Background: an optimization exercise with open tools, aiming at small area, a short achievable clock period and few clock cycles. Do not read the settings as production practice.
RTL that was checked went through simulation tests only; none was proved equivalent to the original.
Power is estimated from default activity; no workload was simulated.

== old ==
// line_decoder
module line_decoder (
    input  wire               clk,
    input  wire               rst,
    input  wire               start,
    input  wire        [2:0]  cmd_scheme,
    input  wire        [15:0] cmd_ncells,
    input  wire signed [15:0] cmd_spb,
    input  wire        [11:0] cmd_fs,
    input  wire               s_valid,
    output wire               s_ready,
    input  wire signed [11:0] s_data,
    output reg                b_valid,
    output reg                b_bit,
    output reg                busy,
    output reg                done,
    output reg         [1:0]  res,
    output wire        [15:0] outlen
);
Size: ~1800 cells after synthesis, ~330 flip-flops, roughly 86 I/O pins, about 17000 sq um of cells after synthesis.
export LEC_CHECK = 0
export CAP_MARGIN = 20
export CORE_MARGIN = 2
export CORE_UTILIZATION = 40
export PLACE_DENSITY = 0.6
export SLEW_MARGIN = 20
create_clock -name core_clock -period 12.0 [get_ports {clk}]
standard.sh (not shown) runs the stock make flow with config.mk's settings and CLKGATE_MAP_FILE= SYNTH_SCRIPT=/design/flow/synth_recipe.tcl, a recipe that flattens the netlist after the stock synthesis.
==> flow/flow/run.sh <==
#!/bin/bash
# Standard layout, with timing repair aimed at a tighter setup target than the clock period.
set -euo pipefail
bash standard.sh SETUP_SLACK_MARGIN=8.7 CORE_UTILIZATION=60 PLACE_DENSITY=0.75 CTS_CLUSTER_SIZE=24 CTS_CLUSTER_DIAMETER=80 finish > standard_flow.log 2>&1
old finished every step from synthesis to the final layout, and the layout passed the timing, DRC and antenna checks.
Testbench counts of old, summed over its fixed seeds: cycles 62,204.
--- input diff old..new ---
-- flow/design.v --
<<< old, line 101
    reg         v2t, v2;
    reg         s2_cfirst, s2_hfirst, s2_h2, s2_hend, s2_cend, s2_last;
    reg  signed [16:0] ta, tb, tc;
    reg         s3_rstab, s3_rstc, s3_hend, s3_cend, s3_last;
    reg         ci_ab;       
>>> new, line 101
    reg         v2t, v2;
    reg         s2_cfirst, s2_hfirst, s2_h2, s2_hend, s2_cend, s2_last;
    reg  signed [16:0] tc, tb;      
    wire signed [16:0] ta;
    reg         s3_rstab, s3_rstc, s3_hend, s3_cend, s3_last;
    reg         ci_ab;       
<<< old, line 263
            tn1 <= y_n;
        end
        ta <= !v2 ? 17'sd0 : (f_man && s2_h2) ? tn : tg;
        tb <= !v2 ? 17'sd0 : (f_man && s2_h2) ? tn : tl;
        ci_ab <= v2 && f_man && s2_h2;
>>> new, line 264
            tn1 <= y_n;
        end
        tb <= !v2 ? 17'sd0 : (f_man && s2_h2) ? tn : tl;
        ci_ab <= v2 && f_man && s2_h2;
<<< old, line 273
        s3_last  <= s2_last;
    end
    bacc #(.INIT(32'hffffffff)) u_acc_a (.clk(clk), .restart(s3_rstab), .t(ta), .ci(ci_ab), .neg(neg_a));
    bacc #(.INIT(32'h00000000)) u_acc_b (.clk(clk), .restart(s3_rstab), .t(tb), .ci(ci_ab), .neg(neg_b));
>>> new, line 273
        s3_last  <= s2_last;
    end
    assign ta = ci_ab ? tb : tc;
    bacc #(.INIT(32'hffffffff)) u_acc_a (.clk(clk), .restart(s3_rstab), .t(ta), .ci(ci_ab), .neg(neg_a));
    bacc #(.INIT(32'h00000000)) u_acc_b (.clk(clk), .restart(s3_rstab), .t(tb), .ci(ci_ab), .neg(neg_b));
Results
- Result for old and new: all clean
- Of the two candidates, old has the worse total internal power and new the better one.
- Relative to old, the via count measured on new has decreased slightly.
- Summary of new over old: number of instances in the synthesized netlist fell 39, synthesized-area fraction occupied by ao, oa, aoi and oai cells shows a reduction of 0.62 points, number of hold violations in the final report closely matched the old numbers.
- Combined flip-flop and latch cell area: new vs old down about 4.3%
- Compared new vs old, and non-clock buffer count is up in new.
Testbench counts of new, summed over its fixed seeds: cycles 62,204.

line_decoder, a different RTL version from the one above (not shown whole).
For scale: roughly 86 I/O pins, about 17000 µm² of cells after synthesis.
clock: 12.0 ns
lec_check: 0
cap_margin: 20
core_margin: 2
core_utilization: 40
place_density: 0.6
slew_margin: 20
Scripts as last shown in full above: flow/flow/run.sh
Next try:
--- a/flow/design.v
+++ b/flow/design.v
@@ -92,22 +92,25 @@
     wire        take   = s_valid && rdy;
     wire        h_end  = (hc == 14'd1);
     wire        c_end  = h_end && hb;
     wire        k_last = (kc == 16'd1);
     reg  signed [11:0] x1;
     reg         v1;
     reg         s1_p2, s1_cfirst, s1_hfirst, s1_h2, s1_hend, s1_cend, s1_last;
     reg         nxt_cfirst, nxt_hfirst;    
-    reg  signed [14:0] y5;
-    reg         v2t, v2;
-    reg         s2_cfirst, s2_hfirst, s2_h2, s2_hend, s2_cend, s2_last;
-    wire signed [16:0] ta, tb, tc;   
-    wire        ci_ab;
-    wire        s3_rstab, s3_rstc;
+    wire signed [14:0] y5 = {{3{x1[11]}}, x1} + {x1[11], x1, 2'b00};
+    wire        v2t = v1 && !s1_p2;
+    wire        v2  = v1 && s1_p2;
+    wire        s2_cfirst = s1_cfirst, s2_hfirst = s1_hfirst, s2_h2 = s1_h2;
+    wire        s2_hend = s1_hend, s2_cend = s1_cend, s2_last = s1_last;
+    reg  signed [16:0] tc, tb;      
+    wire signed [16:0] ta;
+    reg         s3_rstab, s3_rstc, s3_hend, s3_cend, s3_last;
+    reg         ci_ab;       
     wire        neg_a, neg_b, neg_c;
     reg         v4_hend, v4_cend, v4_last;
     reg         ref_nz, ref_pos;     
     reg         dm_bit;              
     reg  [7:0]  w_pre, w_pol;        
     reg  [3:0]  w_cnt;
     reg  [3:0]  skip;                
     reg         lb_pos;
@@ -232,61 +235,46 @@
         s1_cfirst <= nxt_cfirst;
         s1_hfirst <= nxt_hfirst;
         s1_h2     <= hb;
         s1_hend   <= h_end && !hb;
         s1_cend   <= c_end;
         s1_last   <= c_end && k_last;
     end
     always @(posedge clk) begin
-        y5        <= {{3{x1[11]}}, x1} + {x1[11], x1, 2'b00};
-        s2_cfirst <= s1_cfirst;
-        s2_hfirst <= s1_hfirst;
-        s2_h2     <= s1_h2;
-        s2_hend   <= s1_hend;
-        s2_cend   <= s1_cend;
-        s2_last   <= s1_last;
-    end
-    always @(posedge clk) begin
-        if (rst) begin
-            v2t <= 1'b0;
-            v2  <= 1'b0;
-        end else begin
-            v2t <= v1 && !s1_p2;
-            v2  <= v1 && s1_p2;
-        end
-    end
-    always @(posedge clk) begin
         if (!busy) begin
             tm  <= {2'b00, cmd_fs};
             tn1 <= 1'b0;
         end else if (v2t && y_gt) begin
             tm  <= y_m;
             tn1 <= y_n;
         end
+        tb <= !v2 ? 17'sd0 : (f_man && s2_h2) ? tn : tl;
+        ci_ab <= v2 && f_man && s2_h2;
+        tc <= !v2 ? 17'sd0 : tg;
+        s3_rstab <= v2 && (s2_cfirst || (f_dman && s2_hfirst));
+        s3_rstc  <= v2 && s2_cfirst;
+        s3_hend  <= v2 && s2_hend;
+        s3_cend  <= v2 && s2_cend;
+        s3_last  <= s2_last;
     end
-    assign ci_ab    = v2 && f_man && s2_h2;
-    assign tb       = !v2 ? 17'sd0 : ci_ab ? tn : tl;
-    assign tc       = !v2 ? 17'sd0 : tg;
-    assign ta       = ci_ab ? tn : tc;
-    assign s3_rstab = v2 && (s2_cfirst || (f_dman && s2_hfirst));
-    assign s3_rstc  = v2 && s2_cfirst;
+    assign ta = ci_ab ? tb : tc;
     bacc #(.INIT(32'hffffffff)) u_acc_a (.clk(clk), .restart(s3_rstab), .t(ta), .ci(ci_ab), .neg(neg_a));
     bacc #(.INIT(32'h00000000)) u_acc_b (.clk(clk), .restart(s3_rstab), .t(tb), .ci(ci_ab), .neg(neg_b));
     bacc #(.INIT(32'hffffffff)) u_acc_c (.clk(clk), .restart(s3_rstc),  .t(tc), .ci(1'b0),  .neg(neg_c));
     always @(posedge clk) begin
-        v4_last <= s2_last;
+        v4_last <= s3_last;
     end
     always @(posedge clk) begin
         if (rst) begin
             v4_hend <= 1'b0;
             v4_cend <= 1'b0;
         end else begin
-            v4_hend <= v2 && s2_hend;
-            v4_cend <= v2 && s2_cend;
+            v4_hend <= s3_hend;
+            v4_cend <= s3_cend;
         end
     end
     always @(posedge clk) begin
         if (rst) begin
             b_valid <= 1'b0;
             b_bit   <= 1'b0;
             flush   <= 1'b0;
         end else begin
Effect:
- maximum frequency climbs by 0.76%
- routed wire length drops by 4.7%
- setup slack improves by 0.028 ns
- core utilization drops by 3.8 points
- final cell count drops by 2.5%
- total power climbs by 3.0%
Function was not checked in any run of this note: the RTL went through the layout flow alone.

-- static timing again, ports no longer ideal --
Ports are ideal in the flow. The routed layouts listed here were re-timed in OpenROAD.
Step 1 (the two cells are an assumption about what drives the block):
set clk [get_ports {clk}]
set_driving_cell -lib_cell sky130_fd_sc_hd__clkbuf_16 $clk
set_driving_cell -lib_cell sky130_fd_sc_hd__buf_2 [delete_from_list [all_inputs] $clk]
Step 2, shift: input delay + t, output delay - t, t = (earliest + latest rising clock arrival at the registers) / 2. This alone moves slack from input paths to output paths.
Slacks: ideal ports / drivers / drivers and shift; pairs: ideal ports / drivers.
| run | t (ns) | slack for setup (ns) | worst register clock-pin slew, ns | pins driven straight from the clock port |
|---|---|---|---|---|
| old | 0.570 | 8.585 / 8.533 / 8.172 | 0.10 / 0.10 | 1 |
| new | 0.569 | 8.585 / 8.535 / 8.166 | 0.10 / 0.10 | 1 |
| the first run of note 2 | 0.570 | 8.360 / 8.360 / 8.188 | 0.10 / 0.10 | 1 |
| the second run of note 2 | 0.555 | 8.388 / 8.388 / 8.155 | 0.10 / 0.10 | 1 |
After both steps setup and hold are still met in every run listed. For new, which loses most, drivers alone change the setup slack by -0.050 ns; drivers and shift together by -0.419 ns.
